This is an optimization exercise on Yosys and OpenROAD, whose aim is small area and few clock cycles, not a production implementation.
RTL that was checked went through simulation tests only; none was proved equivalent to the original.
The RTL of run 5 was laid out without a check of its function.
No activity file was given, so power comes from the tool's default toggle rates.

File: flow/config.mk
export PLATFORM = sky130hd
export DESIGN_NAME = uhf_core
export DESIGN_NICKNAME = uhf_core
export VERILOG_FILES = /design/flow/design.v
export SDC_FILE = /design/flow/constraint.sdc
export NUM_CORES = 4
export LEC_CHECK = 0
export CAP_MARGIN = 20
export CORE_MARGIN = 2
export CORE_UTILIZATION = 40
export SLEW_MARGIN = 20
File: flow/constraint.sdc
create_clock -name core_clock -period 10.0 [get_ports {clk}]
set_input_delay 2.0000 -clock core_clock [delete_from_list [all_inputs] [get_ports {clk}]]
set_output_delay 2.0000 -clock core_clock [all_outputs]
set_load 0.01 [all_outputs]
File: flow/design.v
module uhf_core (
    input  wire        clk,
    input  wire        rst,
    input  wire        op_valid,
    output wire        op_ready,
    input  wire [7:0]  op_code,
    input  wire [7:0]  op_adr,
    input  wire [7:0]  op_cmd,
    input  wire [7:0]  op_len,
    input  wire [7:0]  op_rxlen,
    input  wire        in_valid,
    output reg         in_ready,
    input  wire [7:0]  in_data,
    output reg         out_valid,
    input  wire        out_ready,
    output reg  [7:0]  out_data,
    output reg         done,
    output reg  [2:0]  err,
    output reg  [7:0]  erroff,
    output reg  [7:0]  erridx,
    output wire [15:0] crc,
    output wire [7:0]  radr,
    output wire [7:0]  rcmd,
    output wire [7:0]  rplen,
    output wire [19:0] lowkhz,
    output wire [19:0] highkhz,
    output wire [7:0]  power,
    output wire [7:0]  scan,
    output wire [1:0]  mode,
    output wire        proto,
    output wire        buzz,
    output wire        awidth,
    output wire [1:0]  iface,
    output wire [2:0]  bank,
    output wire [7:0]  offs,
    output wire [7:0]  wlen,
    output wire [7:0]  filt,
    output wire [7:0]  eas,
    output wire [7:0]  offt,
    output wire        wgord,
    output wire        wgfmt,
    output wire [7:0]  wgivl,
    output wire [7:0]  wgpw,
    output wire [7:0]  wgpp
);
    localparam [2:0] E_NONE  = 3'd0;
    localparam [2:0] E_CSUM  = 3'd1;
    localparam [2:0] E_TRUNC = 3'd2;
    localparam [2:0] E_RANGE = 3'd3;
    localparam [2:0] E_FSHRT = 3'd5;
    localparam [2:0] E_RSHRT = 3'd6;
    localparam [2:0] E_ILLEG = 3'd7;
    localparam [2:0] S_IDLE = 3'd0;
    localparam [2:0] S_FIN  = 3'd1;    
    localparam [2:0] S_RECV = 3'd2;    
    localparam [2:0] S_HDR  = 3'd4;    
    localparam [2:0] S_PAY  = 3'd5;    
    localparam [2:0] S_TRL  = 3'd6;    
    function [15:0] crc_step;
        input [15:0] c_in;
        input [7:0]  b;
        integer k;
        reg [15:0] c;
        begin
            c = c_in ^ {8'h00, b};
            for (k = 0; k < 8; k = k + 1)
                c = c[0] ? ((c >> 1) ^ 16'h8408) : (c >> 1);
            crc_step = c;
        end
    endfunction
    function [7:0] inc8;
        input [7:0] a;
        integer i;
        reg c;
        begin
            c = 1'b1;
            for (i = 0; i < 8; i = i + 1) begin
                inc8[i] = a[i] ^ c;
                c = c & a[i];
            end
        end
    endfunction
    function [7:0] dec8;
        input [7:0] a;
        integer i;
        reg c;
        begin
            c = 1'b1;
            for (i = 0; i < 8; i = i + 1) begin
                dec8[i] = a[i] ^ c;
                c = c & ~a[i];
            end
        end
    endfunction
    function [15:0] add16;
        input [15:0] a, b;
        integer i;
        reg c;
        begin
            c = 1'b0;
            for (i = 0; i < 16; i = i + 1) begin
                add16[i] = a[i] ^ b[i] ^ c;
                c = (a[i] & b[i]) | (a[i] & c) | (b[i] & c);
            end
        end
    endfunction
    function [15:0] khz16;
        input [7:0] x;
        reg [15:0] a, b, k, s, cy;
        begin
            a  = {8'd0, x};
            b  = {5'd0, x, 3'd0};
            k  = 16'hDC5C;
            s  = a ^ b ^ k;
            cy = ((a & b) | (a & k) | (b & k)) << 1;
            khz16 = add16(add16(s, cy), {4'd0, x, 4'd0});
        end
    endfunction
    reg [2:0]  state;
    reg [2:0]  op_r;      
    reg [7:0]  rem;       
    reg [7:0]  cnt;       
    reg        trunc;     
    reg        bad_lo;    
    reg [15:0] crc_r;
    reg [7:0]  b0, b1, b4, b5, b6, b7, b8, b9, b10, b11, b12, b13, b14;
    reg [1:0]  b3;
    wire is_info = op_r[2] && op_r[0];
    wire is_wm   = op_r[2] && op_r[1];
    wire [15:0] khz_in = khz16((cnt == 8'h05) ? in_data : b7);
    wire is_dec = op_r[2];
    wire last   = (rem == 8'd1);
    wire tail   = (rem == 8'd2) || last;
    wire s_idle = (state == S_IDLE);
    wire s_fin  = (state == S_FIN);
    wire s_recv = (state == S_RECV);
    wire s_hdr  = (state == S_HDR);
    wire s_pay  = (state == S_PAY);
    wire s_trl  = (state == S_TRL);
    wire can_acc = s_idle || s_fin || (s_recv && is_dec && last) || (s_trl && cnt[0]);
    assign op_ready = s_idle || s_fin || (s_recv && is_dec && last && in_valid) ||
                      (s_trl && cnt[0] && out_ready);
    wire accept = op_valid && op_ready;
    wire op_hi0 = (op_code[7:3] == 5'd0);
    wire op_ok  = op_hi0 && (op_code[2:0] != 3'd0) && (op_code[2:0] != 3'd7) &&
                  !((op_code[2:0] == 3'd2) && (op_len[7:2] == 6'h3F));
    wire op_dec = op_hi0 && (op_code[2] ? !(op_code[1] && op_code[0]) : (op_code[1] && op_code[0]));
    wire [7:0] hdr_byte = cnt[0] ? (cnt[1] ? b1 : {inc8({2'b00, rem[7:2]}), rem[1:0]}) : b0;
    always @(*) begin
        in_ready  = s_recv || (s_pay && out_ready);
        out_valid = s_hdr || s_trl || (s_pay && in_valid);
        case (state)
            S_HDR:   out_data = hdr_byte;
            S_TRL:   out_data = cnt[0] ? crc_r[15:8] : crc_r[7:0];
            default: out_data = in_data;
        endcase
    end
    wire in_fire  = in_valid && in_ready;
    wire out_fire = out_valid && out_ready;
    wire        crc_sel = op_valid && can_acc;
    wire [15:0] crc_nx  = crc_step(crc_sel ? 16'hFFFF : crc_r,
                                   crc_sel ? op_rxlen : (s_hdr ? hdr_byte : in_data));
    always @(posedge clk) begin
        if (rst) begin
            state <= S_IDLE;
        end else if (accept) begin
            op_r   <= !op_ok ? 3'b000 : op_dec ? {1'b1, op_code[2:0] == 3'd6, op_code[2:0] == 3'd5} :
                      {1'b0, op_code[1], op_code[0]};
            rem    <= op_len;
            cnt    <= 8'hFD;
            trunc  <= (op_len != op_rxlen);
            bad_lo <= 1'b0;
            crc_r  <= op_dec ? crc_nx : 16'hFFFF;
            if (!op_ok)
                state <= S_FIN;
            else if (op_code == 8'd2)
                state <= S_HDR;
            else if (op_len == 8'd0)
                state <= S_FIN;
            else
                state <= S_RECV;
        end else begin
            case (state)
                S_FIN: state <= S_IDLE;
                S_RECV: if (in_fire) begin
                    rem <= dec8(rem);
                    cnt <= inc8(cnt);
                    if (!is_dec || !tail)
                        crc_r <= crc_nx;
                    if (rem == 8'd2)
                        bad_lo <= (in_data != crc_r[7:0]);
                    if (last)
                        state <= is_dec ? S_IDLE : S_FIN;
                end
                S_HDR: if (out_fire) begin
                    crc_r <= crc_nx;
                    cnt   <= inc8(cnt);
                    if (cnt[1] && cnt[0]) begin
                        state <= (rem == 8'd0) ? S_TRL : S_PAY;
                    end
                end
                S_PAY: if (out_fire) begin
                    crc_r <= crc_nx;
                    rem   <= dec8(rem);
                    if (last)
                        state <= S_TRL;
                end
                S_TRL: if (out_fire) begin
                    cnt <= inc8(cnt);
                    if (cnt[0])
                        state <= S_IDLE;
                end
                default: state <= S_IDLE;
            endcase
        end
    end
    always @(posedge clk) begin
        if (accept && op_code == 8'd2) begin
            b0 <= op_adr;
            b1 <= op_cmd;
        end else if (s_recv && in_fire) begin
            case (cnt)
                8'hFD: b0  <= in_data;
                8'hFE: b1  <= in_data;
                8'h00: b3  <= in_data[1:0];
                8'h01: b4  <= in_data;
                8'h02: b5  <= in_data;
                8'h03: b6  <= in_data;
                8'h04: begin
                    b7 <= in_data;
                end
                8'h05: begin
                    b8 <= in_data;
                    if (is_info) {b14, b13} <= khz_in;
                end
                8'h06: b9  <= in_data;
                8'h07: b10 <= in_data;
                8'h08: b11 <= in_data;
                8'h09: b12 <= in_data;
                8'h0A: if (!is_info) b13 <= in_data;
                8'h0B: if (!is_info) b14 <= in_data;
                default: ;
            endcase
        end
    end
    always @(*) begin
        done = s_fin || (s_recv && is_dec && last && in_valid) ||
               (s_trl && cnt[0] && out_ready);
    end
    wire csum_bad = bad_lo || (in_data != crc_r[15:8]);
    always @(*) begin
        err    = E_NONE;
        erroff = 8'h00;
        erridx = 8'h00;
        if (op_r == 3'd0)
            err = E_ILLEG;
        else if (is_dec) begin
            if (trunc)
                err = E_TRUNC;
            else if ((cnt[7:2] == 6'h3F))
                err = E_FSHRT;
            else if (csum_bad)
                err = E_CSUM;
            else if (is_info && (cnt[7:4] == 4'd0 && !(cnt[3] && (cnt[2] || cnt[1] || cnt[0]))))
                err = E_RSHRT;
            else if (is_wm) begin
                if (cnt[7:4] == 4'd0 && !(cnt[3] && cnt[2] && (cnt[1] || cnt[0])))
                    err = E_RSHRT;
                else if ((b7[7:2] != 6'd0)) begin
                    err = E_RANGE; erroff = 8'd7; erridx = b7;
                end else if (b8[4] && b8[1]) begin
                    err = E_RANGE; erroff = 8'd8; erridx = 8'd3;
                end else if ((b9[7:3] != 5'd0 || b9[2:0] == 3'd7)) begin
                    err = E_RANGE; erroff = 8'd9; erridx = b9;
                end
            end
        end
    end
    assign crc     = crc_r;
    assign radr    = b0;
    assign rcmd    = b1;
    assign rplen   = cnt;
    assign highkhz = {khz_in, 4'b1000};
    assign lowkhz  = {b14, b13, 4'b1000};
    assign power   = b9;
    assign scan    = b10;
    assign mode    = b7[1:0];
    assign proto   = b8[0];
    assign buzz    = b8[2];
    assign awidth  = b8[3];
    assign iface   = {b8[4], b8[1]};
    assign bank    = b9[2:0];
    assign offs    = b10;
    assign wlen    = b11;
    assign filt    = b12;
    assign eas     = b13;
    assign offt    = b14;
    assign wgord   = b3[1];
    assign wgfmt   = b3[0];
    assign wgivl   = b4;
    assign wgpw    = b5;
    assign wgpp    = b6;
endmodule
File: flow/flow/run.sh
#!/bin/bash
# The standard layout (standard.sh) with these changes:
#  - synthesis: the standard flow's synthesis script, with an area-oriented final ABC
#    mapping and without the separate half/full-adder cell mapping;
#  - every port still gets its own buffer, of the smallest buffer cell;
#  - the clock tree is built from small clock buffers, without dummy loads.
set -euo pipefail
here=$(pwd)
export FLOW_SYNTH_TCL="$here/synth_recipe.tcl"
export AREA_ABC_SCRIPT="$here/flow/area.abc"
bash standard.sh \
    "SYNTH_SCRIPT=$here/flow/synth.tcl" \
    "ADDER_MAP_FILE=" \
    "BUFFER_PORTS_ARGS=-buffer_cell sky130_fd_sc_hd__buf_1" \
    "CTS_ARGS=-sink_clustering_enable -repair_clock_nets -dont_use_dummy_load -sink_clustering_size 16 -sink_clustering_max_diameter 60 -sink_clustering_levels 1 -buf_list {sky130_fd_sc_hd__clkbuf_8}" \
    finish > make.log 2>&1
File: flow/flow/area.abc
&get -n
&st
&dch
&nf -R 1000
&put
File: flow/flow/synth.tcl
# The standard synthesis (synth_recipe.tcl, sourced unchanged), with one
# change: the final technology mapping uses an area-oriented ABC script
# (flow/area.abc) and no delay target. Registers, their names and cell types
# are untouched.
proc abc {args} {
  set i [lsearch -exact $args -script]
  if {$i >= 0} { set args [lreplace $args $i [expr {$i + 1}] -script $::env(AREA_ABC_SCRIPT)] }
  set j [lsearch -exact $args -D]
  if {$j >= 0} { set args [lreplace $args $j [expr {$j + 1}]] }
  yosys abc {*}$args
}
source $::env(FLOW_SYNTH_TCL)
File: flow/standard.sh
#!/bin/bash
# synth_recipe.tcl (not shown) runs the flow's synth.tcl, then flattens the netlist and writes it again
# the make line also repeats each setting of config.mk as NAME=value (left out here)
make -C /OpenROAD-flow-scripts/flow DESIGN_CONFIG=/design/flow/config.mk WORK_HOME=/design/flow/orfs CLKGATE_MAP_FILE= SYNTH_SCRIPT=/design/flow/synth_recipe.tcl "${@:-finish}"
==> results of run 1 <==
## cells in the final DEF (no fill, tap or decap), types with 3 or more instances in the layout
cell / count
clkinv_1: 7
nor4_1: 13
dfxtp_1: 3
maj3_1: 8
nor2_1: 64
conb_1: 14
mux2_1: 13
and3_1: 4
nor3_2: 3
nand3_1: 12
xnor2_1: 50
a21o_1: 5
or3_1: 9
nor3_1: 10
nor2b_1: 9
a311oi_1: 3
or4_1: 3
nand4_1: 10
xor2_1: 36
mux2i_1: 11
buf_1: 241
a221oi_1: 7
a211oi_1: 3
nand2_1: 119
buf_4: 17
o21ai_0: 31
nand2b_1: 11
clkbuf_8: 17
a21oi_1: 34
o221ai_1: 4
edfxtp_1: 140
o21a_1: 4
and2_0: 4
or2_0: 4
a31oi_1: 3
## where the power goes
group	internal [uW]	switching (uW)	leakage (uW)	total [uW]
clock network	150	195	0.000122	345
registers	668	13.7	0.00129	682
logic	40.2	72.4	0.00158	113
total	858	281	0.00298	1140
## per-stage QoR
step / hold WS, ps / worst slack (ps) / instance area [sq um] / power, uW / utilization
5_1_grt: 628.4 / 844.5 / 8979 / 1183 / 0.4784
3_5_place_dp: 548.6 / 1828 / 8727 / 806.1 / 0.4650
2_1_floorplan: 511.0 / 2459 / 7715 / 758.5 / -
4_1_cts: 557.3 / 1373 / 8961 / 1146 / 0.4775
3_3_place_gp: 538.8 / 1929 / 8720 / 804.7 / 0.4646
6_report: 563.5 / 1330 / 8979 / 1139 / 0.4784
## critical path: stages, from the launching register on
cell      delay (ps)
edfxtp_1         680
clkinv_1         210
nor2_1           550
nand3_1          610
mux2_1           480
clkinv_1         210
or3_1            430
a21boi_0         300
xnor2_1          160
maj3_1           390
maj3_1           420
maj3_1           410
a21bo_1          200
o21ai_0          130
a21oi_1          180
maj3_1           410
o21ai_0          270
buf_1            190
## how the worst max path moves through the flow
stage / startpoint / end / slack (ps) / depth (start not counted)
after detailed placement: in_data[4] / highkhz[16] / 1830 / 15
final: cnt[0] / highkhz[16] / 1330 / 17
after CTS: cnt[0] / highkhz[16] / 1370 / 17
after global routing: cnt[0] / highkhz[16] / 840 / 17
after global placement: in_data[4] / highkhz[16] / 1930 / 15
after floorplan: in_data[2] / highkhz[16] / 2460 / 14
## metal layers
metal	track usage	vias up
li1	-	2981
met1	0.3094	2972
met2	0.3462	366
met4	0.06774	0
met5	0	-
met3	0.04374	25
## kinds of logic after synthesis
group | count (synthesis) | share of synthesized area
mux | 24 | 0.03344
simple gates | 280 | 0.1653
flops | 143 | 0.5560
xor+xnor | 86 | 0.09821
buf+inv | 51 | 0.04649
other cells | 2 | 0.0009792
fa+ha+maj | 8 | 0.01044
compound gates | 109 | 0.08924
## area by class of cell
class / count / area, sq um
Clock buffer: 17 / 234.0
Fill cell: 1759 / 9789
Inverter: 7 / 26.28
Multi-Input combinational cell: 521 / 3124
Sequential cell: 143 / 4264
Tap cell: 234 / 292.8
Timing Repair Buffer: 259 / 1037
## registers in the layout (all words and copies together), names as in the netlist, 5 cells and up
signal  cells
crc_r      16
b0          8
b10         8
b11         8
b12         8
b13         8
b14         8
b1          8
b4          8
b5          8
b6          8
b7          8
b9          8
cnt         8
rem         8
b8          5
==> reports/qor.txt, run 1 <==
run status: complete, no violations
syn_area_per_cell: 10.91 sq um
top layer in use: met4
vias in the first global route: 5684
clk root buf: clkbuf_8
die width: 142.5 microns
fin crit share: 0.8670
CP arrival: 6670 ps
flops & latches, synth: 143
Worst Reg2Reg Path Length in Cells: 17
GR Overflow Total: 0
Required @ worst endpoint: 8000 ps
Hold Fails Final Rpt: 0
Placeable Area: 0.01877 sq mm
Lkg Pwr: 0.002985 uW
Top FF cell, synth: edfxtp_1
Tightest Pin Transition: 958.2 ps
Hold Path Class: flop to flop
largest net degree at the start of global routing: 24
max-slew violation count: 0
Worst VDD drop: 0.08265 mV
Final Non-Filler Cells: 1181
Synth Instances: 703
Setup violations, final: 0
Setup crit end kind: output pin
vias per cell: 5.372
antenna cells: 0
ys async rst share: 0
Antenna Violating Nets Remaining: 0
via count: 6344
Startpoint Class: flop
# rows: 50
Total Routing Usage GR: 0.2205
Placer Congestion: 0.8933
launching point of the worst reg2reg path: cnt[0]
WHS Endpoint: state[1]
CTS resizes: 0
Clock Sinks: 143
First-pass DRT Iterations: 5
met2 WL post-DR: 10.42 mm
max-cap viol count: 0
DR WL met3: 1.885 mm
Final nets: 1002
H-Tree Depth: 4
Starting DRT DRC Count: 535
power density over the cells: 126.9 mW/mm^2
DP HPWL: 16.84 mm
Worst Path Max Fanout: 17
R2R setup slack: 3530 ps
Tmin final: 8670 ps
number of remaining DRC errors: 0
clock slew at reported path FFs: 60 ps
CTS Hold Bufs: 0
later-pin clock latency in the skew report: 460 ps
number of flops mapped to enable cells by yosys: 140
total setup buffers inserted after CTS: 0
Layout area overhead: 17.06%
Rel. slew slack: 0.3559
Ys Warns: 1
post-synthesis sequential area ratio: 0.5560
Die Y: 142.5 microns
crit path kind: flop to output pin
Num CTS Buffers: 17
setup tns final: 0 ps
Initial Util: 0.4087
Netlist cell types: 46
CTS Buffer Depth: 2
WL/cell: 19.37 microns
Placed Cells: 1163
first-pass GRT wire length: 33.51 mm
share of layout cells above drive strength 1: 0.04329
# IOs: 256
Die ar.: 0.02030 sq mm
CTS tree: yes
Worst Hold Path Cells: 2
Mapped Area: 0.007670 sq mm
final wirelength: 22.87 mm
Synth top area share: 0.5481
Reg-to-Reg End: b14[3]
count leader, synth: edfxtp_1
commonest cells in the synthesized netlist: 140 x edfxtp_1, 119 x nand2_1, 65 x nor2_1, 50 x xnor2_1, 44 x buf_4
post-synth top area cell: edfxtp_1
f_max: 0.1153 GHz
Synth area leaders: edfxtp_1 55%, nand2_1 5.8%, xnor2_1 5.7%
initial antenna violation count: 0
Port Buffers: 241
met1 WL: 10.20 mm
worst hold path startpoint: state[1]
RSZ-0062 raised after global routing: no
Clock Skews: 40.07 ps
Testbench counts, summed over its fixed seeds: cycles 34,925.
==> inputs of run 2 (changes only) <==
--- a/flow/flow/run.sh
+++ b/flow/flow/run.sh
@@ -13,4 +13,4 @@
     "ADDER_MAP_FILE=" \
     "BUFFER_PORTS_ARGS=-buffer_cell sky130_fd_sc_hd__buf_1" \
-    "CTS_ARGS=-sink_clustering_enable -repair_clock_nets -dont_use_dummy_load -sink_clustering_size 16 -sink_clustering_max_diameter 60 -sink_clustering_levels 1 -buf_list {sky130_fd_sc_hd__clkbuf_8}" \
+    "CTS_ARGS=-sink_clustering_enable -repair_clock_nets -dont_use_dummy_load -buf_list {sky130_fd_sc_hd__clkbuf_2 sky130_fd_sc_hd__clkbuf_4 sky130_fd_sc_hd__clkbuf_8}" \
     finish > make.log 2>&1
--- a/flow/config.mk
+++ b/flow/config.mk
@@ -8,4 +8,4 @@
 export CAP_MARGIN = 20
 export CORE_MARGIN = 2
-export CORE_UTILIZATION = 40
+export CORE_UTILIZATION = 65
 export SLEW_MARGIN = 20
==> run 2 against run 1 <==
Still clean on timing, DRC and antenna. Area after synthesis is the same. Via count grew 4.2%. Register-to-register slack improved by 30 ps. Utilization is 29 points higher. Sequential share of layout area grew 0.64 points. Critical path type unchanged. Critical endpoint unchanged.
==> reports/qor.txt, run 2 <==
run status: complete, no violations
Die ar.: 0.01268 sq mm (-38%)
WL/cell: 20.09 microns (+3.7%)
DP HPWL: 16.32 mm (-3.1%)
Synth top area share: 0.5481 (unchanged)
most frequent cells in the layout: 241 x buf_1, 140 x edfxtp_1, 119 x nand2_1
Worst Hold Path Cells: 2 (unchanged)
clock slew at reported path FFs: 60 ps (about the same)
Setup crit end kind: output pin
Die Y: 112.6 microns (-21%)
Starting DRT DRC Count: 721 (+35%)
first-pass GRT wire length: 33.69 mm (+0.53%)
Placer Congestion: 0.9465 (+6.0%)
Clock Sinks: 143 (unchanged)
via count: 6612 (+4.2%)
Rel. slew slack: 0.2848 (-0.07105)
CTS Buffer Depth: 2 (unchanged)
GR Overflow Total: 0 (unchanged)
# IOs: 256 (unchanged)
post-synth top area cell: edfxtp_1
Final Non-Filler Cells: 1089 (-7.8%)
Startpoint Class: flop
Antenna Violating Nets Remaining: 0 (unchanged)
antenna cells: 0 (unchanged)
Setup violations, final: 0 (unchanged)
die width: 112.6 microns (-21%)
Filler cells: 791 (-55%)
# rows: 39 (-22%)
commonest cells in the synthesized netlist: 140 x edfxtp_1, 119 x nand2_1, 65 x nor2_1, 50 x xnor2_1, 44 x buf_4
Max stage delay on crit path: 870 ps (+190 ps)
largest net degree at the start of global routing: 24 (unchanged)
number of flops mapped to enable cells by yosys: 140 (unchanged)
vias per cell: 6.072 (+13%)
Worst Path Max Fanout: 10 (-7)
Critical Path End: highkhz[16]
setup tns final: 0 ps (unchanged)
Port Buffers: 241 (unchanged)
R2R setup slack: 3560 ps (+30 ps)
Final nets: 1001 (-0.10%)
Tightest Pin Transition: 1065 ps (+106.4 ps)
Pint: 858.3 uW (about the same)
vias in the first global route: 6282 (+11%)
initial antenna violation count: 0 (unchanged)
Initial Util: 0.6688 (+0.2602)
CTS tree: yes
Synth Instances: 703 (unchanged)
Worst Reg2Reg Path Length in Cells: 16 (-1)
Netlist cell types: 46 (unchanged)
Lkg Pwr: 0.002980 uW (-0.14%)
ys async rst share: 0 (unchanged)
Tmin final: 8605 ps (-65.43 ps)
fin util: 0.7726 (+0.2942)
NetSw: 270.6 uW (-3.7%)
Mapped Area: 0.007670 sq mm (unchanged)
Clock Skews: 34.56 ps (-5.501 ps)
share of layout cells above drive strength 1: 0.04334 (+0.00004577)
final wirelength: 21.88 mm (-4.4%)
flops & latches, synth: 143 (unchanged)
later-pin clock latency in the skew report: 460 ps (about the same)
launching point of the worst reg2reg path: cnt[5]
count leader, synth: edfxtp_1
Cell Chain, Critical Path: nor4_1 > nand3_1 > mux2_1 > clkinv_1 > or3_1 > a21boi_0 > xnor2_1 > maj3_1 > maj3_1 > maj3_1 > a21bo_1 > o21ai_0 > a21oi_1 > maj3_1 > o21ai_0 > buf_1
Reg-to-Reg End: b14[3]
number of remaining DRC errors: 0 (unchanged)
Clock power frac: 0.296 (-0.007)
Comb power frac: 0.099 (about the same)
total setup buffers inserted after CTS: 0 (unchanged)
f_max: 0.1162 GHz (+0.76%)
Hold Fails Final Rpt: 0 (unchanged)
CP arrival: 6600 ps (-70 ps)
Placed Cells: 1070 (-8.0%)
H-Tree Depth: 4 (unchanged)
max-slew violation count: 0 (unchanged)
First-pass DRT Iterations: 9 (+4)
max reg flops: 16 (unchanged)
crit path kind: flop to output pin
Synth area leaders: edfxtp_1 55%, nand2_1 5.8%, xnor2_1 5.7%
Top FF cell, synth: edfxtp_1
Num CTS Buffers: 17 (unchanged)
max-cap viol count: 0 (unchanged)
post-synthesis sequential area ratio: 0.5560 (unchanged)
Switching Fraction: 0.2397 (-0.006856)
Hold Path Class: flop to flop
syn_area_per_cell: 10.91 sq um (unchanged)
Layout area overhead: 15.51%
clk root buf: clkbuf_8
crit-path most repeated cell: maj3_1
Ys Warns: 1 (unchanged)
RSZ-0062 raised after global routing: no
fin crit share: 0.8605 (-0.006543)
most common cell after layout, fill and taps aside: buf_1
Required @ worst endpoint: 8000 ps (about the same)
Placeable Area: 0.01147 sq mm (-39%)
power density over the cells: 127.4 mW/mm^2 (+0.41%)
sequential share of power: 0.604 (+0.005)
CTS resizes: 0 (unchanged)
Total Routing Usage GR: 0.3488 (+0.1282)
worst setup path start: cnt[5]
CTS Hold Bufs: 0 (unchanged)
Largest Register: crc_r
Worst VDD drop: 0.1086 mV (+31%)
Slowest cell on crit path: nor4_1
==> run 2: changes by cell type in the layout (fill, tap and decap cells not counted), sizes merged <==
cell	delta
buf	-1
==> run 2: power by group through the flow <==
stage	Sequential (uW)	Clock (uW)	Combinational, uW
2_1_floorplan	693	0	65.2
5_1_grt	683	357	123
3_3_place_gp	694	0	107
3_5_place_dp	694	0	110
4_1_cts	681	337	111
6_report	682	335	112
==> run 2: worst min path at each step <==
stage	start	end	slack (ps)
2_1_floorplan	state[1]	state[1]	510
3_3_place_gp	state[1]	state[1]	570
3_5_place_dp	state[1]	state[1]	570
4_1_cts	state[1]	state[1]	580
5_1_grt	state[1]	state[1]	660
6_report	state[1]	state[1]	610
==> run 2: metal layers <==
layer	up-vias	track usage	part of all wire
met1	3084	0.4203	0.35
met4	0	0.1618	0.042
met5	-	0	0
met3	68	0.07235	0.10
met2	477	0.6028	0.51
li1	2983	-	-
==> run 2: cell type report <==
type / instances / area (sq um) / area share
sequential: 143 / 4264 / 0.4813
tap: 143 / 178.9 / 0.02019
multi-input combinational: 521 / 3129 / 0.3532
clock buffer: 17 / 234.0 / 0.02641
inverter: 7 / 26.28 / 0.002966
timing repair buffer: 258 / 1027 / 0.1159
==> run 2: logic make-up (layout without fill, tap and decap cells) <==
kind of cell | count (synthesis) | in the layout | share of synthesized area
buf+inv | 51 | 282 | 0.04649
compound gates | 109 | 109 | 0.08924
flops | 143 | 143 | 0.5560
fa+ha+maj | 8 | 8 | 0.01044
other cells | 2 | 14 | 0.0009792
mux | 24 | 24 | 0.03344
simple gates | 280 | 280 | 0.1653
xor+xnor | 86 | 86 | 0.09821
==> run 2: critical path: cells and delay by family, from the launching register on <==
family                   cells  cell delay (ps)
AND/OR/NAND/NOR              3             1990
adder cells (fa/ha/maj)      4             1620
AO/OA/AOI/OAI                5             1040
flip-flops                   1              480
multiplexers                 1              480
buffers and inverters        2              390
XOR/XNOR                     1              160
==> run 2: stage by stage <==
stage,area [sq um],hold WS (ps),setup WS [ps],power (uW)
global placement,8603,567.0,1912,800.5
finish,8860,606.2,1395,1129
floorplan,7715,511.0,2459,758.5
CTS,8842,575.3,1418,1129
detailed placement,8608,571.2,1754,804.1
global route,8860,661.7,885.2,1163
==> inputs of run 3 (changes only) <==
--- a/flow/config.mk
+++ b/flow/config.mk
@@ -8,4 +8,4 @@
 export CAP_MARGIN = 20
 export CORE_MARGIN = 2
-export CORE_UTILIZATION = 65
+export CORE_UTILIZATION = 40
 export SLEW_MARGIN = 20
==> run 3 against run 2 <==
Combinational power barely moved. Setup slack got worse by 65 ps. Flip-flop and latch count did not move. Largest power group unchanged. Register-to-register slack worse by 30 ps. Fmax shrank 0.75%. Critical path type unchanged. Highest routed layer unchanged. Utilization shrank 29 points. Critical endpoint unchanged. Total power increased by 0.93%.
==> reports/qor.txt, run 3 <==
CTS Buffer Depth: 2 (unchanged)
Placeable Area: 0.01877 sq mm (+64%)
via count: 6344 (-4.1%)
worst slack at placement: 1828 ps (+73.69 ps)
Required @ worst endpoint: 8000 ps (about the same)
max-slew violation count: 0 (unchanged)
number of flops mapped to enable cells by yosys: 140 (unchanged)
fin util: 0.4784 (-0.2942)
syn_area_per_cell: 10.91 sq um (unchanged)
max reg flops: 16 (unchanged)
count leader, synth: edfxtp_1
launching point of the worst reg2reg path: cnt[0]
First-pass DRT Iterations: 5 (-4)
vias per cell: 5.372 (-12%)
Clock Skews: 40.07 ps (+5.501 ps)
Layout area overhead: 17.06%
largest net degree at the start of global routing: 24 (unchanged)
number of remaining DRC errors: 0 (unchanged)
first-pass GRT wire length: 33.51 mm (-0.53%)
Startpoint Class: flop
Placer Congestion: 0.8933 (-5.6%)
later-pin clock latency in the skew report: 460 ps (about the same)
crit path kind: flop to output pin
Worst VDD drop: 0.08265 mV (-24%)
CP arrival: 6670 ps (+70 ps)
crit-path most repeated cell: maj3_1
Die ar.: 0.02030 sq mm (+60%)
Mapped Area: 0.007670 sq mm (unchanged)
Final nets: 1002 (+0.10%)
Setup crit end kind: output pin
most frequent cells in the layout: 241 x buf_1, 140 x edfxtp_1, 119 x nand2_1
antenna cells: 0 (unchanged)
f_max: 0.1153 GHz (-0.75%)
vias in the first global route: 5684 (-9.5%)
Num CTS Buffers: 17 (unchanged)
clk root buf: clkbuf_8
Top FF cell, synth: edfxtp_1
Reg-to-Reg End: b14[3]
Setup violations, final: 0 (unchanged)
Synth Instances: 703 (unchanged)
most common cell after layout, fill and taps aside: buf_1
Die Y: 142.5 microns (+26%)
die width: 142.5 microns (+26%)
GR Overflow Total: 0 (unchanged)
run status: complete, no violations
Critical Path End: highkhz[16]
power density over the cells: 126.9 mW/mm^2 (-0.41%)
Tightest Pin Transition: 958.2 ps (-106.4 ps)
Netlist cell types: 46 (unchanged)
WL/cell: 19.37 microns (-3.6%)
Initial Util: 0.4087 (-0.2602)
post-synthesis sequential area ratio: 0.5560 (unchanged)
R2R setup slack: 3530 ps (-30 ps)
Largest Register: crc_r
Synth area leaders: edfxtp_1 55%, nand2_1 5.8%, xnor2_1 5.7%
Cell Chain, Critical Path: clkinv_1 > nor2_1 > nand3_1 > mux2_1 > clkinv_1 > or3_1 > a21boi_0 > xnor2_1 > maj3_1 > maj3_1 > maj3_1 > a21bo_1 > o21ai_0 > a21oi_1 > maj3_1 > o21ai_0 > buf_1
Worst Path Max Fanout: 17 (+7)
max-cap viol count: 0 (unchanged)
placed standard-cell area: 0.008727 sq mm (+1.4%)
Max stage delay on crit path: 680 ps (-190 ps)
share of layout cells above drive strength 1: 0.04329 (-0.00004577)
Tmin final: 8670 ps (+65.43 ps)
RSZ-0062 raised after global routing: no
worst setup path start: cnt[0]
flops & latches, synth: 143 (unchanged)
post-synth top area cell: edfxtp_1
Clock Sinks: 143 (unchanged)
fin crit share: 0.8670 (+0.006543)
Antenna Violating Nets Remaining: 0 (unchanged)
clock slew at reported path FFs: 60 ps (about the same)
final wirelength: 22.87 mm (+4.5%)
Lkg Pwr: 0.002985 uW (+0.14%)
CTS resizes: 0 (unchanged)
Hold Fails Final Rpt: 0 (unchanged)
setup tns final: 0 ps (unchanged)
CTS Hold Bufs: 0 (unchanged)
Worst Reg2Reg Path Length in Cells: 17 (+1)
design area: 0.008979 sq mm (+1.3%)
H-Tree Depth: 4 (unchanged)
commonest cells in the synthesized netlist: 140 x edfxtp_1, 119 x nand2_1, 65 x nor2_1, 50 x xnor2_1, 44 x buf_4
Ys Warns: 1 (unchanged)
DP HPWL: 16.84 mm (+3.2%)
# rows: 50 (+28%)
final worst setup slack: 1330 ps (-65.43 ps)
Hold Path Class: flop to flop
CTS tree: yes
Synth top area share: 0.5481 (unchanged)
Total Routing Usage GR: 0.2205 (-0.1282)
initial antenna violation count: 0 (unchanged)
total setup buffers inserted after CTS: 0 (unchanged)
Slowest cell on crit path: edfxtp_1
Port Buffers: 241 (unchanged)
# IOs: 256 (unchanged)
Rel. slew slack: 0.3559 (+0.07105)
Starting DRT DRC Count: 535 (-26%)
Filler cells: 1759 (+120%)
ys async rst share: 0 (unchanged)
run 3: cell count changes in the layout (fill, tap and decap cells not counted), sizes merged:
cell and change:
buf +1
run 3: worst max-delay path, delay by kind of cell, from the launching register on:
family          cells  cell delay (ps)
fa+ha+maj           4             1630
simple gates        3             1590
compound gates      5             1080
flops               1              680
buf+inv             3              610
mux                 1              480
xor+xnor            1              160
run 3: layout make-up:
cell class,count,area (sq um),area share
Sequential cell,143,4264,0.4749
Multi-Input combinational cell,521,3124,0.3480
Timing Repair Buffer,259,1037,0.1155
Tap cell,234,292.8,0.03261
Clock buffer,17,234.0,0.02606
Inverter,7,26.28,0.002926
run 3: logic make-up after synthesis:
kind of cell / Yosys count / synth area share
other cells: 2 / 0.0009792
fa+ha+maj: 8 / 0.01044
flops: 143 / 0.5560
compound gates: 109 / 0.08924
buf+inv: 51 / 0.04649
simple gates: 280 / 0.1653
xor+xnor: 86 / 0.09821
mux: 24 / 0.03344
run 3: power by group:
part / total, uW / internal [uW] / leakage, uW / switching, uW
registers: 682 / 668 / 0.00129 / 13.7
logic: 113 / 40.2 / 0.00158 / 72.4
clock network: 345 / 150 / 0.000122 / 195
total: 1140 / 858 / 0.00298 / 281
run 3: worst min-delay path by stage:
stage | start | end | slack (ps) | cells past startpoint
after detailed placement | state[1] | state[1] | 550 | 2
after floorplan | state[1] | state[1] | 510 | 2
after global routing | state[1] | state[1] | 630 | 2
after global placement | state[1] | state[1] | 540 | 2
final | state[1] | state[1] | 560 | 2
after CTS | state[1] | state[1] | 560 | 2
run 3: per-layer routing:
layer / global-route usage / vias up / share of wire
met4: 0.06774 / 0 / 0.016
met1: 0.3094 / 2972 / 0.45
li1: - / 2981 / -
met3: 0.04374 / 25 / 0.082
met5: 0 / - / 0
met2: 0.3462 / 366 / 0.46
run 3: through the flow:
stage / power, uW / hold WS, ps / std cells
3_5_place_dp: 806.1 / 548.6 / 1163
3_3_place_gp: 804.7 / 538.8 / 1162
2_1_floorplan: 758.5 / 511.0 / 715
5_1_grt: 1183 / 628.4 / 1181
6_report: 1139 / 563.5 / 1181
4_1_cts: 1146 / 557.3 / 1180
==> inputs of run 4 (changes only) <==
--- a/flow/config.mk
+++ b/flow/config.mk
@@ -6,6 +6,6 @@
 export NUM_CORES = 4
 export LEC_CHECK = 0
-export CAP_MARGIN = 20
+export CAP_MARGIN = 0
 export CORE_MARGIN = 2
 export CORE_UTILIZATION = 40
-export SLEW_MARGIN = 20
+export SLEW_MARGIN = 0
==> run 4 against run 3 <==
Wire length fell by 0.21%. Total power fell by 0.30%. Utilization fell by 0.13 points. Area after synthesis did not move. Critical path depth did not move. Clock skew fell by 5.3 ps. Global-route usage rose by 0.072 points. Synthesized cell count did not move. Count of clock-buffer cells in the layout did not move. Critical path type unchanged. Largest cell class unchanged.
==> reports/qor.txt, run 4 <==
run status: complete, no violations
Pint: 858.2 uW (about the same)
Required @ worst endpoint: 8000 ps (about the same)
Antenna Violating Nets Remaining: 0 (unchanged)
post-synthesis sequential area ratio: 0.5560 (unchanged)
post-synth top area cell: edfxtp_1
syn_area_per_cell: 10.91 sq um (unchanged)
total setup buffers inserted after CTS: 0 (unchanged)
Largest Register: crc_r
CTS Buffer Depth: 2 (unchanged)
NetSw: 277.8 uW (-1.1%)
Port Buffers: 241 (unchanged)
clock slew at reported path FFs: 60 ps (about the same)
Tmin final: 8652 ps (-18.17 ps)
fin crit share: 0.8652 (-0.001817)
CTS resizes: 0 (unchanged)
flops & latches, synth: 143 (unchanged)
Synth top area share: 0.5481 (unchanged)
Mapped Area: 0.007670 sq mm (unchanged)
storage element area: 0.004264 sq mm (unchanged)
Worst Path Max Fanout: 17 (unchanged)
Netlist cell types: 46 (unchanged)
launching point of the worst reg2reg path: cnt[0]
Layout area overhead: 16.74%
die width: 142.5 microns (unchanged)
Switching Fraction: 0.2445 (-0.002032)
Filler cells: 1792 (+1.9%)
crit path kind: flop to output pin
Clock Sinks: 143 (unchanged)
Rel. slew slack: 0.2219 (-0.1339)
Die Y: 142.5 microns (unchanged)
number of flops mapped to enable cells by yosys: 140 (unchanged)
Clock power frac: 0.301 (-0.002)
GR Overflow Total: 0 (unchanged)
max-cap viol count: 0 (unchanged)
Synth Instances: 703 (unchanged)
f_max: 0.1156 GHz (+0.21%)
later-pin clock latency in the skew report: 450 ps (about the same)
R2R setup slack: 3540 ps (about the same)
most common cell after layout, fill and taps aside: buf_1
worst setup path start: cnt[0]
most frequent cells in the layout: 241 x buf_1, 140 x edfxtp_1, 119 x nand2_1
Lkg Pwr: 0.002974 uW (-0.37%)
Ys Warns: 1 (unchanged)
Reg-to-Reg End: b14[4]
max-slew violation count: 0 (unchanged)
antenna cells: 0 (unchanged)
H-Tree Depth: 4 (unchanged)
Num CTS Buffers: 17 (unchanged)
clk root buf: clkbuf_8
count leader, synth: edfxtp_1
setup tns final: 0 ps (unchanged)
Worst Reg2Reg Path Length in Cells: 16 (-1)
Die ar.: 0.02030 sq mm (unchanged)
CTS Hold Bufs: 0 (unchanged)
vias in the first global route: 5691 (+0.12%)
via count: 6368 (+0.38%)
max reg flops: 16 (unchanged)
commonest cells in the synthesized netlist: 140 x edfxtp_1, 119 x nand2_1, 65 x nor2_1, 50 x xnor2_1, 44 x buf_4
Total Routing Usage GR: 0.2213 (+0.0007217)
WL/cell: 19.36 microns (about the same)
Top FF cell, synth: edfxtp_1
Tightest Pin Transition: 1158 ps (+200.0 ps)
Final nets: 1000 (-0.20%)
area of the multi-input gates: 0.003112 sq mm (-0.40%)
vias per cell: 5.401 (+0.55%)
power density over the cells: 126.9 mW/mm^2 (about the same)
largest net degree at the start of global routing: 24 (unchanged)
Hold Path Class: flop to flop
Initial Util: 0.4087 (unchanged)
Synth area leaders: edfxtp_1 55%, nand2_1 5.8%, xnor2_1 5.7%
# rows: 50 (unchanged)
Placer Congestion: 0.8933 (unchanged)
fin util: 0.4771 (-0.001333)
initial antenna violation count: 0 (unchanged)
# IOs: 256 (unchanged)
Clock Skews: 34.73 ps (-5.337 ps)
Startpoint Class: flop
CTS tree: yes
Hold Fails Final Rpt: 0 (unchanged)
Critical Path End: highkhz[16]
number of remaining DRC errors: 0 (unchanged)
Placeable Area: 0.01877 sq mm (unchanged)
ys async rst share: 0 (unchanged)
Comb power frac: 0.099 (about the same)
RSZ-0062 raised after global routing: no
First-pass DRT Iterations: 5 (unchanged)
CP arrival: 6650 ps (-20 ps)
Starting DRT DRC Count: 473 (-12%)
final wirelength: 22.83 mm (-0.21%)
sequential share of power: 0.601 (+0.002)
Setup crit end kind: output pin
Worst VDD drop: 0.07884 mV (-4.6%)
first-pass GRT wire length: 33.59 mm (+0.23%)
DP HPWL: 16.86 mm (+0.12%)
share of layout cells above drive strength 1: 0.03810 (-0.005199)
Setup violations, final: 0 (unchanged)
-- run 4: cells by family (layout without fill, tap and decap cells) --
kind of cell	count (synthesis)	count (layout)	synth area share
simple gates	280	280	0.1653
flops	143	143	0.5560
compound gates	109	109	0.08924
xor+xnor	86	86	0.09821
buf+inv	51	281	0.04649
mux	24	24	0.03344
fa+ha+maj	8	8	0.01044
other cells	2	14	0.0009792
-- run 4: how the worst min path moves through the flow --
stage / from / cells after the start / slack [ps] / to
floorplan: state[1] / 2 / 510 / state[1]
CTS: state[1] / 2 / 560 / state[1]
finish: state[1] / 2 / 570 / state[1]
global route: state[1] / 2 / 590 / state[1]
global placement: state[1] / 2 / 540 / state[1]
detailed placement: state[1] / 2 / 550 / state[1]
-- run 4: layout make-up --
cell class,instances,share of cell area
repair buffers,257,0.1144
inverters,7,0.002935
clock buffers,17,0.02613
multi-input cells,521,0.3475
well taps,234,0.03270
flip-flops and latches,143,0.4762
-- run 4: worst max-delay path, stage by stage (launching register included) --
cell	delay [ps]
edfxtp_1	690
clkinv_1	200
nor2_1	550
nand3_1	600
mux2_1	490
clkinv_1	190
or3_1	420
a21boi_0	310
xnor2_1	160
maj3_1	400
maj3_1	410
maj3_1	410
a21bo_1	200
o21ai_0	130
a21oi_1	190
maj3_1	410
o21ai_0	280
buf_1	190
-- run 4: per-stage QoR --
stage | setup slack [ps] | cell area, sq um | hold WS, ps | instances | total power (uW)
3_5_place_dp | 1807 | 8720 | 551.2 | 1162 | 806.2
2_1_floorplan | 2459 | 7715 | 511.0 | 715 | 758.5
5_1_grt | 797.0 | 8954 | 591.6 | 1179 | 1182
6_report | 1348 | 8954 | 566.1 | 1179 | 1136
4_1_cts | 1413 | 8954 | 561.1 | 1179 | 1144
3_3_place_gp | 1929 | 8720 | 538.8 | 1162 | 804.7
-- run 4: metal layers --
metal,share of wire,track usage
met1,0.44,0.3103
met2,0.46,0.3497
met3,0.082,0.04509
met4,0.013,0.06149
met5,0,0
-- run 4: power by group through the flow --
stage	logic [uW]	registers (uW)	clock network, uW
2_1_floorplan	65.2	693	0
3_3_place_gp	110	695	0
3_5_place_dp	111	695	0
4_1_cts	112	682	350
5_1_grt	124	683	374
6_report	112	682	342
==> inputs of run 5 (changes only) <==
--- a/flow/design.v
+++ b/flow/design.v
@@ -51,10 +51,10 @@
     localparam [2:0] E_RSHRT = 3'd6;
     localparam [2:0] E_ILLEG = 3'd7;
-    localparam [2:0] S_IDLE = 3'd0;
-    localparam [2:0] S_FIN  = 3'd1;    
+    localparam [2:0] S_IDLE = 3'd3;
+    localparam [2:0] S_FIN = 3'd0;    
     localparam [2:0] S_RECV = 3'd2;    
-    localparam [2:0] S_HDR  = 3'd4;    
-    localparam [2:0] S_PAY  = 3'd5;    
-    localparam [2:0] S_TRL  = 3'd6;    
+    localparam [2:0] S_HDR = 3'd5;    
+    localparam [2:0] S_PAY = 3'd7;    
+    localparam [2:0] S_TRL = 3'd4;    
     function [15:0] crc_step;
         input [15:0] c_in;
--- a/flow/config.mk
+++ b/flow/config.mk
@@ -6,6 +6,6 @@
 export NUM_CORES = 4
 export LEC_CHECK = 0
-export CAP_MARGIN = 0
+export CAP_MARGIN = 20
 export CORE_MARGIN = 2
 export CORE_UTILIZATION = 40
-export SLEW_MARGIN = 0
+export SLEW_MARGIN = 20
==> run 5 against run 4 <==
Flip-flop and latch count unchanged. Critical path depth fell by 1. Global-route usage shrank 0.36 points. Final cell count decreased by 0.42%. Wire length shrank 3.5%. Fmax increased by 0.36%. Via count fell by 2.7%. Setup slack better by 31 ps. First-iteration DRC count decreased by 23%.
==> reports/qor.txt, run 5 <==
max-slew violation count: 0 (unchanged)
post-synth top area cell: edfxtp_1
commonest cells in the synthesized netlist: 140 x edfxtp_1, 127 x nand2_1, 56 x nor2_1, 48 x xnor2_1, 44 x buf_4
Worst VDD drop: 0.1344 mV (+70%)
most frequent cells in the layout: 241 x buf_1, 140 x edfxtp_1, 127 x nand2_1
crit path kind: flop to output pin
Largest Register: crc_r
CTS Buffer Depth: 2 (unchanged)
clk root buf: clkbuf_8
# rows: 50 (unchanged)
CTS resizes: 0 (unchanged)
DP HPWL: 16.56 mm (-1.8%)
clock slew at reported path FFs: 60 ps (about the same)
Pint: 1103 uW (+29%)
vias per cell: 5.279 (-2.3%)
max reg flops: 16 (unchanged)
Total Routing Usage GR: 0.2177 (-0.003584)
later-pin clock latency in the skew report: 440 ps (about the same)
CTS Hold Bufs: 0 (unchanged)
largest net degree at the start of global routing: 25 (+4.2%)
ys async rst share: 0 (unchanged)
run status: complete, no violations
Worst Path Max Fanout: 14 (-3)
First-pass DRT Iterations: 5 (unchanged)
Layout area overhead: 17.24%
post-synthesis mux area share: 0.03369 (+0.0002473)
via count: 6197 (-2.7%)
Tightest Pin Transition: 1049 ps (-109.3 ps)
Clock Sinks: 143 (unchanged)
final wirelength: 22.03 mm (-3.5%)
number of remaining DRC errors: 0 (unchanged)
CTS tree: yes
Synth Area in Adders: 0.01183 (+0.001392)
design area: 0.008926 sq mm (-0.31%)
count leader, synth: edfxtp_1
max-cap viol count: 0 (unchanged)
Die Y: 142.0 microns (-0.35%)
sequential share of power: 0.499 (-0.102)
Initial Util: 0.4070 (-0.001643)
Netlist cell types: 43 (-6.5%)
Setup crit end kind: output pin
Mapped Area: 0.007614 sq mm (-0.73%)
R2R setup slack: 3510 ps (-30 ps)
Ys Warns: 1 (unchanged)
Worst Reg2Reg Path Length in Cells: 15 (-1)
Placer Congestion: 0.9340 (+4.6%)
H-Tree Depth: 4 (unchanged)
Synth top area share: 0.5522 (+0.004054)
Hold Path Class: flop to flop
Rel. slew slack: 0.2954 (+0.07346)
most common cell after layout, fill and taps aside: buf_1
main combinational cell family by area after synthesis: simple AND/OR/NAND/NOR gates
syn_area_per_cell: 10.94 sq um (+0.26%)
placed standard-cell area: 0.008662 sq mm (-0.66%)
Startpoint Class: flop
Setup violations, final: 0 (unchanged)
first-pass GRT wire length: 33.14 mm (-1.3%)
Placeable Area: 0.01871 sq mm (-0.33%)
die width: 142.0 microns (-0.35%)
Starting DRT DRC Count: 364 (-23%)
Hold Fails Final Rpt: 0 (unchanged)
Reg-to-Reg End: b14[4]
Switching Fraction: 0.3480 (+0.1034)
Num CTS Buffers: 17 (unchanged)
CP arrival: 6620 ps (-30 ps)
number of flops mapped to enable cells by yosys: 140 (unchanged)
total setup buffers inserted after CTS: 0 (unchanged)
GR Overflow Total: 0 (unchanged)
Port Buffers: 241 (unchanged)
Clock Skews: 39.36 ps (+4.634 ps)
Clock power frac: 0.198 (-0.103)
NetSw: 588.8 uW (+110%)
post-synthesis sequential area ratio: 0.5601 (+0.004111)
antenna cells: 0 (unchanged)
Critical Path End: highkhz[16]
compound-cell area share of the yosys netlist: 0.08858 (-0.0006548)
Antenna Violating Nets Remaining: 0 (unchanged)
share of layout cells above drive strength 1: 0.04468 (+0.006586)
WL/cell: 18.76 microns (-3.1%)
Lkg Pwr: 0.002969 uW (-0.17%)
RSZ-0062 raised after global routing: no
Die ar.: 0.02015 sq mm (-0.71%)
# IOs: 256 (unchanged)
f_max: 0.1160 GHz (+0.36%)
vias in the first global route: 5785 (+1.7%)
setup tns final: 0 ps (unchanged)
Synth area leaders: edfxtp_1 55%, nand2_1 6.3%, xnor2_1 5.5%
initial antenna violation count: 0 (unchanged)
Comb power frac: 0.302 (+0.203)
launching point of the worst reg2reg path: cnt[0]
fin crit share: 0.8621 (-0.003125)
flops & latches, synth: 143 (unchanged)
Final nets: 995 (-0.50%)
xor/xnor cell area share of the yosys netlist: 0.09778 (-0.0004241)
Required @ worst endpoint: 8000 ps (about the same)
worst setup path start: cnt[0]
Tmin final: 8621 ps (-31.25 ps)
Synth Instances: 696 (-1.0%)
Top FF cell, synth: edfxtp_1
power density over the cells: 189.6 mW/mm^2 (+49%)
simple-gate area share of the yosys netlist: 0.1602 (-0.005023)
## run 5: changes by cell type after synthesis, sizes merged, moves of 3 or more
cell,previous run,this run
a21oi,34,42
nor4,15,8
nand3,12,17
nor2b,9,3
nor3,13,19
nor2,65,56
a211oi,3,6
nand2,119,127
o21ai,32,26
nand4,10,4
## run 5: per-stage QoR
| stage | hold WS [ps] | instances | setup WS [ps] | total power (uW) | utilization |
|---|---|---|---|---|---|
| after floorplan | 492.5 | 708 | 2409 | 1198 | - |
| after global placement | 547.3 | 1156 | 1960 | 1358 | 0.4628 |
| after detailed placement | 552.1 | 1157 | 1842 | 1363 | 0.4631 |
| after CTS | 558.2 | 1174 | 1372 | 1702 | 0.4756 |
| after global routing | 585.0 | 1174 | 790.9 | 1789 | 0.4772 |
| final | 563.1 | 1174 | 1379 | 1692 | 0.4772 |
## run 5: power groups by stage
stage	sequential, uW	clock (uW)	combinational [uW]
floorplan	846	0	352
global placement	855	0	503
detailed placement	857	0	506
CTS	844	349	509
global route	855	368	565
finish	845	336	511
## run 5: final cells by class
cell class	count	area, sq um
inverter	7	26.28
sequential	143	4264
multi-input combinational	514	3072
timing repair buffer	259	1037
clock buffer	17	234.0
fill	1852	9779
tap	234	292.8
## run 5: logic make-up after synthesis
kind of cell	count (synthesis)
adders and majority gates	9
muxes	24
other	2
and+or+nand+nor	273
DFF	143
buffers and inverters	51
xor gates and xnor gates	85
AOI/OAI and AO/OA	109
## run 5: worst max-delay path: stages (launching register included)
cell and delay [ps]:
edfxtp_1 610, clkinv_1 270, nor2_1 540, nand3_1 640
mux2i_1 770, xor2_1 210, a21boi_0 390, xnor2_1 170
maj3_1 390, maj3_1 400, maj3_1 410, maj3_1 400
maj3_1 430, nand2_1 100, nand2_1 60, o21ai_0 230
buf_1 180
## run 5: layer usage
metal  track usage  share of wire
met1        0.2971           0.45
met4       0.06737          0.016
met2        0.3559           0.47
met3       0.03869          0.064
met5             0              0
## run 5: how the worst min path moves through the flow
stage                     startpoint       end  slack (ps)  cells past startpoint
after CTS                   state[2]  state[2]         560                      2
after global placement      state[2]  state[2]         550                      2
after global routing        state[2]  state[2]         590                      2
after floorplan             state[2]  state[2]         490                      2
final                       state[2]  state[2]         560                      2
after detailed placement    state[2]  state[2]         550                      2
==> inputs of run 6 (changes only) <==
--- a/flow/design.v
+++ b/flow/design.v
@@ -160,5 +160,5 @@
     wire        crc_sel = op_valid && can_acc;
     wire [15:0] crc_nx  = crc_step(crc_sel ? 16'hFFFF : crc_r,
-                                   crc_sel ? op_rxlen : (s_hdr ? hdr_byte : in_data));
+                                   crc_sel ? op_rxlen : out_data);
     always @(posedge clk) begin
         if (rst) begin
--- a/flow/config.mk
+++ b/flow/config.mk
@@ -6,6 +6,6 @@
 export NUM_CORES = 4
 export LEC_CHECK = 0
-export CAP_MARGIN = 20
+export CAP_MARGIN = 0
 export CORE_MARGIN = 2
 export CORE_UTILIZATION = 40
-export SLEW_MARGIN = 20
+export SLEW_MARGIN = 0
==> run 6 against run 5 <==
Critical endpoint unchanged. Cell area shrank 0.77%. Clock skew grew 11 ps. Wire length shrank 1.9%. Fmax shrank 1.9%. Hold slack gained 19 ps. Highest routed layer unchanged. First-iteration DRC count grew 41%. Largest cell class unchanged. Still clean on timing, DRC and antenna. Setup slack lost 170 ps. Sequential share of layout area grew 0.37 points. Clock power grew 1%. Utilization shrank 0.21 points. Count of clock-buffer cells in the layout is the same.
==> reports/qor.txt, run 6 <==
Die Y: 141.6 microns (-0.25%)
Total Routing Usage GR: 0.2128 (-0.004899)
CTS tree: yes
flops & latches, synth: 143 (unchanged)
Rel. slew slack: 0.2046 (-0.09079)
Setup crit end kind: output pin
number of flops mapped to enable cells by yosys: 140 (unchanged)
CP arrival: 6790 ps (+170 ps)
Layout area overhead: 16.93%
count leader, synth: edfxtp_1
Antenna Violating Nets Remaining: 0 (unchanged)
Tmin final: 8791 ps (+169.9 ps)
Top FF cell, synth: edfxtp_1
Cell Chain, Critical Path: clkinv_1 > nor2_1 > nand3_1 > mux2i_1 > xor2_1 > a21boi_0 > xnor2_1 > maj3_1 > maj3_1 > maj3_1 > maj3_1 > maj3_1 > maj3_1 > o21ai_0 > buf_1
First-pass DRT Iterations: 5 (unchanged)
post-synth top area cell: edfxtp_1
later-pin clock latency in the skew report: 460 ps (+20 ps)
Worst Path Max Fanout: 16 (+2)
post-synthesis sequential area ratio: 0.5629 (+0.002868)
Largest Register: crc_r
Synth area leaders: edfxtp_1 56%, nand2_1 5.7%, xnor2_1 5.0%
Worst Hold Path Cells: 2 (unchanged)
antenna cells: 0 (unchanged)
storage element area: 0.004264 sq mm (unchanged)
max-cap viol count: 0 (unchanged)
Required @ worst endpoint: 8000 ps (about the same)
f_max: 0.1138 GHz (-1.9%)
fin crit share: 0.8791 (+0.01699)
final wirelength: 21.61 mm (-1.9%)
Synth Instances: 685 (-1.6%)
Startpoint Class: flop
crit path kind: flop to output pin
Synth top area share: 0.5550 (+0.002827)
Netlist cell types: 48 (+12%)
ys async rst share: 0 (unchanged)
Final nets: 983 (-1.2%)
via count: 6198 (+0.016%)
max-slew violation count: 0 (unchanged)
power density over the cells: 190.7 mW/mm^2 (+0.61%)
Hold Path Class: flop to flop
crit-path most repeated cell: maj3_1
initial antenna violation count: 0 (unchanged)
setup tns final: 0 ps (unchanged)
number of remaining DRC errors: 0 (unchanged)
vias per cell: 5.334 (+1.0%)
total setup buffers inserted after CTS: 0 (unchanged)
syn_area_per_cell: 11.06 sq um (+1.1%)
Mapped Area: 0.007575 sq mm (-0.51%)
Port Buffers: 241 (unchanged)
compound-cell area share of the yosys netlist: 0.09068 (+0.002105)
Ys Warns: 1 (unchanged)
Lkg Pwr: 0.002917 uW (-1.8%)
most frequent cells in the layout: 241 x buf_1, 140 x edfxtp_1, 116 x nand2_1
CTS Hold Bufs: 0 (unchanged)
vias in the first global route: 5646 (-2.4%)
CTS Buffer Depth: 2 (unchanged)
Synth Area in Adders: 0.01189 (+0.00006059)
H-Tree Depth: 4 (unchanged)
Starting DRT DRC Count: 513 (+41%)
# rows: 50 (unchanged)
Slowest cell on crit path: mux2i_1
# IOs: 256 (unchanged)
Clock Skews: 50.66 ps (+11.30 ps)
share of layout cells above drive strength 1: 0.03879 (-0.005888)
Clock Sinks: 143 (unchanged)
clock slew at reported path FFs: 60 ps (about the same)
largest net degree at the start of global routing: 25 (unchanged)
commonest cells in the synthesized netlist: 140 x edfxtp_1, 116 x nand2_1, 60 x nor2_1, 44 x buf_4, 43 x xnor2_1
Placer Congestion: 0.8562 (-8.3%)
clk root buf: clkbuf_8
main combinational cell family by area after synthesis: simple AND/OR/NAND/NOR gates
Max stage delay on crit path: 780 ps (about the same)
most common cell after layout, fill and taps aside: buf_1
simple-gate area share of the yosys netlist: 0.1558 (-0.004465)
run status: complete, no violations
Tightest Pin Transition: 1184 ps (+135.1 ps)
post-synthesis mux area share: 0.03287 (-0.0008186)
first-pass GRT wire length: 32.09 mm (-3.2%)
RSZ-0062 raised after global routing: no
GR Overflow Total: 0 (unchanged)
max reg flops: 16 (unchanged)
Setup violations, final: 0 (unchanged)
WL/cell: 18.60 microns (-0.89%)
Filler cells: 1807 (-2.4%)
Worst VDD drop: 0.1377 mV (+2.5%)
CTS resizes: 0 (unchanged)
Num CTS Buffers: 17 (unchanged)
die width: 141.6 microns (-0.25%)
area of the multi-input gates: 0.003012 sq mm (-2.0%)
Worst Reg2Reg Path Length in Cells: 16 (+1)
xor/xnor cell area share of the yosys netlist: 0.09828 (+0.0005007)
total power: 1689 uW (-0.17%)
Placeable Area: 0.01864 sq mm (-0.33%)
DP HPWL: 16.18 mm (-2.3%)
Die ar.: 0.02005 sq mm (-0.50%)
Hold Fails Final Rpt: 0 (unchanged)
Initial Util: 0.4063 (-0.0007147)
run 6: metal layers:
| metal | GRT usage | vias up | share of wire | wire length, microns |
|---|---|---|---|---|
| met4 | 0.06368 | 0 | 0.014 | 301 |
| met1 | 0.2990 | 2953 | 0.45 | 9829 |
| li1 | - | 2921 | - | - |
| met5 | 0 | - | 0 | 0 |
| met3 | 0.03375 | 21 | 0.068 | 1459 |
| met2 | 0.3421 | 303 | 0.46 | 10020 |
run 6: kinds of logic after synthesis:
family	Yosys count
AND/OR/NAND/NOR	262
flip-flops	143
AO/OA/AOI/OAI	111
XOR/XNOR	85
buffers and inverters	50
multiplexers	23
adder cells (fa/ha/maj)	9
other	2
run 6: area by class of cell:
cell class / instances / area share
clock buffers: 17 / 0.02642
inverters: 6 / 0.002543
multi-input cells: 504 / 0.3400
flip-flops and latches: 143 / 0.4814
well taps: 234 / 0.03306
repair buffers: 258 / 0.1165
run 6: worst paths after layout:
path,from,end,slack [ps]
min,state[2],state[2],580
max reg2reg,cnt[0],b14[3],3390
max,cnt[0],highkhz[16],1210
min reg2reg,state[2],state[2],580
run 6: metrics by stage:
step / hold WS, ps / std cells / setup slack (ps) / utilization / area, sq um
detailed placement: 568.8 / 1145 / 1646 / 0.4626 / 8623
floorplan: 500.3 / 697 / 2129 / - / 7620
finish: 582.2 / 1162 / 1209 / 0.4751 / 8857
CTS: 579.0 / 1162 / 1178 / 0.4751 / 8857
global route: 648.7 / 1162 / 776.5 / 0.4751 / 8857
global placement: 557.9 / 1145 / 1809 / 0.4626 / 8623
run 6: worst max-delay path, delay by kind of cell (launching register included):
family | cells | cell delay (ps)
flip-flops | 1 | 630
adder cells (fa/ha/maj) | 6 | 2390
multiplexers | 1 | 780
AO/OA/AOI/OAI | 2 | 600
AND/OR/NAND/NOR | 2 | 1090
XOR/XNOR | 2 | 360
buffers and inverters | 2 | 500
run 6: power breakdown:
group / internal [uW] / total [uW] / switching [uW]
clock network: 150 / 341 / 192
registers: 757 / 857 / 99.0
logic: 191 / 492 / 300
Testbench counts of run 6, summed over its fixed seeds: cycles 34,925.
==> inputs of run 7 (changes only) <==
==> flow/flow/area.abc (replaced) <==
&get -n
&st
&deepsyn -T 120
&dch
&nf -R 1000
&put
--- a/flow/flow/synth.tcl
+++ b/flow/flow/synth.tcl
@@ -1,5 +1,6 @@
 # The standard synthesis (synth_recipe.tcl, sourced unchanged), with one
 # change: the final technology mapping uses an area-oriented ABC script
-# (flow/area.abc) and no delay target. Registers, their names and cell types
+# (flow/area.abc: a timed &deepsyn search, then area mapping) and no delay
+# target. Registers, their names and cell types
 # are untouched.
 proc abc {args} {
==> run 7 against run 6 <==
Still clean. Critical path depth up 11. Wire length is 8.4% higher. Register-to-register slack worse by 450 ps. Sequential power shrank 13%. Combinational power shrank 52%. Sequential share of layout area is 1.2 points higher. Die area is 2.5% lower. Setup slack worse by 460 ps. Global-route usage up 2.2 points. First-iteration DRC count decreased by 11%. Largest cell class unchanged.
==> reports/qor.txt, run 7 <==
Final nets: 972 (-1.1%)
Hold Fails Final Rpt: 0 (unchanged)
Synth area leaders: edfxtp_1 57%, nand2_1 5.3%, buf_4 4.5%
post-synthesis sequential area ratio: 0.5776 (+0.01469)
total setup buffers inserted after CTS: 0 (unchanged)
Setup crit end kind: output pin
CTS Hold Bufs: 0 (unchanged)
Worst Reg2Reg Path Length in Cells: 27 (+11)
Reg-to-Reg End: b14[3]
number of remaining DRC errors: 0 (unchanged)
Clock Sinks: 143 (unchanged)
first-pass GRT wire length: 34.70 mm (+8.1%)
number of flops mapped to enable cells by yosys: 140 (unchanged)
H-Tree Depth: 4 (unchanged)
Layout area overhead: 16.98% (about the same)
die width: 139.9 microns (-1.2%)
Placer Congestion: 0.9704 (+13%)
Clock Skews: 22.31 ps (-28.36 ps)
worst hold path startpoint: state[2]
WHS Endpoint: state[2]
Setup violations, final: 0 (unchanged)
Tightest Pin Transition: 1126 ps (-57.59 ps)
most common cell after layout, fill and taps aside: buf_1
Worst Hold Path Cells: 2 (unchanged)
vias in the first global route: 5796 (+2.7%)
Starting DRT DRC Count: 459 (-11%)
Total Routing Usage GR: 0.2351 (+0.02234)
max-cap viol count: 0 (unchanged)
Lkg Pwr: 0.002809 uW (-3.7%)
WL/cell: 20.43 microns (+9.9%)
Die Y: 139.9 microns (-1.2%)
flops & latches, synth: 143 (unchanged)
GR Overflow Total: 0 (unchanged)
Filler cells: 1795 (-0.66%)
launching point of the worst reg2reg path: cnt[0]
count leader, synth: edfxtp_1
storage element area: 0.004264 sq mm (unchanged)
Netlist cell types: 53 (+10%)
Synth Instances: 677 (-1.2%)
ys async rst share: 0 (unchanged)
R2R setup slack: 2940 ps (-450 ps)
Num CTS Buffers: 17 (unchanged)
Placeable Area: 0.01802 sq mm (-3.3%)
Mapped Area: 0.007382 sq mm (-2.5%)
antenna cells: 0 (unchanged)
Initial Util: 0.4096 (+0.003243)
f_max: 0.1081 GHz (-4.9%)
Startpoint Class: flop
Ys Warns: 1 (unchanged)
Required @ worst endpoint: 8000 ps (about the same)
CTS tree: yes
fin crit share: 0.9247 (+0.04568)
later-pin clock latency in the skew report: 450 ps (about the same)
RSZ-0062 raised after global routing: no
max reg flops: 16 (unchanged)
crit path kind: flop to output pin
Worst Path Max Fanout: 21 (+5)
worst setup path start: cnt[0]
DP HPWL: 17.95 mm (+11%)
Top FF cell, synth: edfxtp_1
Hold Path Class: flop to flop
CTS Buffer Depth: 2 (unchanged)
max-slew violation count: 0 (unchanged)
Synth top area share: 0.5695 (+0.01449)
commonest cells in the synthesized netlist: 140 x edfxtp_1, 105 x nand2_1, 63 x nor2_1, 45 x a21oi_1, 44 x buf_4
power density over the cells: 152.2 mW/mm^2 (-20%)
Worst VDD drop: 0.08168 mV (-41%)
CP arrival: 7250 ps (+460 ps)
share of layout cells above drive strength 1: 0.03599 (-0.002806)
largest net degree at the start of global routing: 31 (+24%)
clk root buf: clkbuf_8
Hold Slack: 673.5 ps (+91.38 ps)
run status: complete, no violations
post-synth top area cell: edfxtp_1
syn_area_per_cell: 10.90 sq um (-1.4%)
# rows: 49 (-2.0%)
initial antenna violation count: 0 (unchanged)
Port Buffers: 241 (unchanged)
Rel. slew slack: 0.2411 (+0.03653)
Antenna Violating Nets Remaining: 0 (unchanged)
CTS resizes: 0 (unchanged)
Tmin final: 9247 ps (+456.8 ps)
First-pass DRT Iterations: 6 (+1)
Die ar.: 0.01956 sq mm (-2.5%)
area of the multi-input gates: 0.002763 sq mm (-8.3%)
via count: 6249 (+0.82%)
vias per cell: 5.453 (+2.2%)
# IOs: 256 (unchanged)
final wirelength: 23.42 mm (+8.4%)
clock slew at reported path FFs: 60 ps (about the same)
setup tns final: 0 ps (unchanged)
Largest Register: crc_r
most frequent cells in the layout: 241 x buf_1, 140 x edfxtp_1, 105 x nand2_1
-- run 7: layout make-up --
cell class	instances	area share
well taps	229	0.03318
inverters	21	0.009128
multi-input cells	481	0.3199
flip-flops and latches	143	0.4938
repair buffers	255	0.1169
clock buffers	17	0.02709
-- run 7: layer usage --
| metal | up-vias | part of all wire | track usage | wire, microns |
|---|---|---|---|---|
| li1 | 2914 | - | - | - |
| met1 | 2970 | 0.42 | 0.3160 | 9870 |
| met2 | 330 | 0.48 | 0.3918 | 11290 |
| met3 | 35 | 0.077 | 0.04026 | 1805 |
| met4 | 0 | 0.019 | 0.07105 | 448 |
| met5 | - | 0 | 0 | 0 |
-- run 7: power breakdown --
| part | switching (uW) | total (uW) | internal, uW |
|---|---|---|---|
| combinational | 148 | 234 | 86.5 |
| clock | 187 | 336 | 150 |
| sequential | 46.0 | 744 | 698 |
-- run 7: worst max-delay path by stage --
stage,to,slack [ps],depth (start not counted)
finish,highkhz[15],750,26
global route,highkhz[15],220,26
CTS,highkhz[15],880,26
detailed placement,highkhz[15],1050,25
global placement,highkhz[15],1220,25
floorplan,highkhz[15],1640,23
-- run 7: cell families after synthesis --
kind of cell	share of synthesized area
buffers and inverters	0.05542
AO/OA/AOI/OAI	0.1142
flip-flops	0.5776
adder cells (fa/ha/maj)	0.004068
XOR/XNOR	0.07356
AND/OR/NAND/NOR	0.1564
other	0.001017
multiplexers	0.01763
-- run 7: stage by stage --
step	setup slack (ps)	total power [uW]	std cells	area (sq um)	utilization
6_report	752.6	1314	1146	8636	0.4791
5_1_grt	217.0	1368	1146	8636	0.4791
3_3_place_gp	1222	984.9	1129	8402	0.4661
2_1_floorplan	1640	893.9	689	7427	-
4_1_cts	876.3	1318	1146	8636	0.4791
3_5_place_dp	1051	986.2	1129	8402	0.4661
-- run 7: worst max-delay path: stages (launching register included) --
cell      delay (ps)
edfxtp_1         810
nand2b_1         400
nor2_1           180
nand3_1          450
mux2i_1          720
xor2_1           330
a21oi_1          170
maj3_1           400
xnor2_1          230
nor2_1            90
o31ai_1          210
nand3_1          150
maj3_1           370
a21oi_1          250
nor2b_1           70
a21oi_1          180
xnor2_1           80
nor2_1           130
xor2_1           240
nor3_1            70
a21oi_1          290
maj3_1           240
nand2b_1          70
o21a_1           130
nand2b_1         150
xnor2_1          230
buf_1            180

-- afterwards: timing with drivers on the ports --
How much do the figures lean on ideal ports? The routed layouts below were timed once more, with nothing changed but the port constraints.
Step 1 sets driving cells, clkbuf_16 on the clock port and buf_2 on the other inputs (assumed; they add their load-dependent delay and slew).
Step 2, shift: input delay + t, output delay - t, t = (earliest + latest rising clock arrival at the registers) / 2. This alone moves slack from input paths to output paths.
a / b / c = no drivers / after step 1 / after step 2; a / b = the first two.
| run | shift t [ns] | setup WS [ns] | slew at the worst register clock pin (ns) | pins driven straight from the clock port |
|---|---|---|---|---|
| run 1 | 0.478 | 1.330 / 1.292 / 1.769 | 0.10 / 0.10 | 1 |
| run 2 | 0.477 | 1.395 / 1.361 / 1.736 | 0.09 / 0.09 | 1 |
| run 3 | 0.478 | 1.330 / 1.292 / 1.769 | 0.10 / 0.10 | 1 |
| run 4 | 0.468 | 1.348 / 1.313 / 1.771 | 0.10 / 0.10 | 1 |
| run 5 | 0.464 | 1.379 / 1.340 / 1.804 | 0.09 / 0.09 | 1 |
| run 6 | 0.472 | 1.209 / 1.170 / 1.641 | 0.10 / 0.10 | 1 |
| run 7 | 0.477 | 0.753 / 0.711 / 0.993 | 0.08 / 0.08 | 1 |
After both steps setup and hold are still met in every run listed.
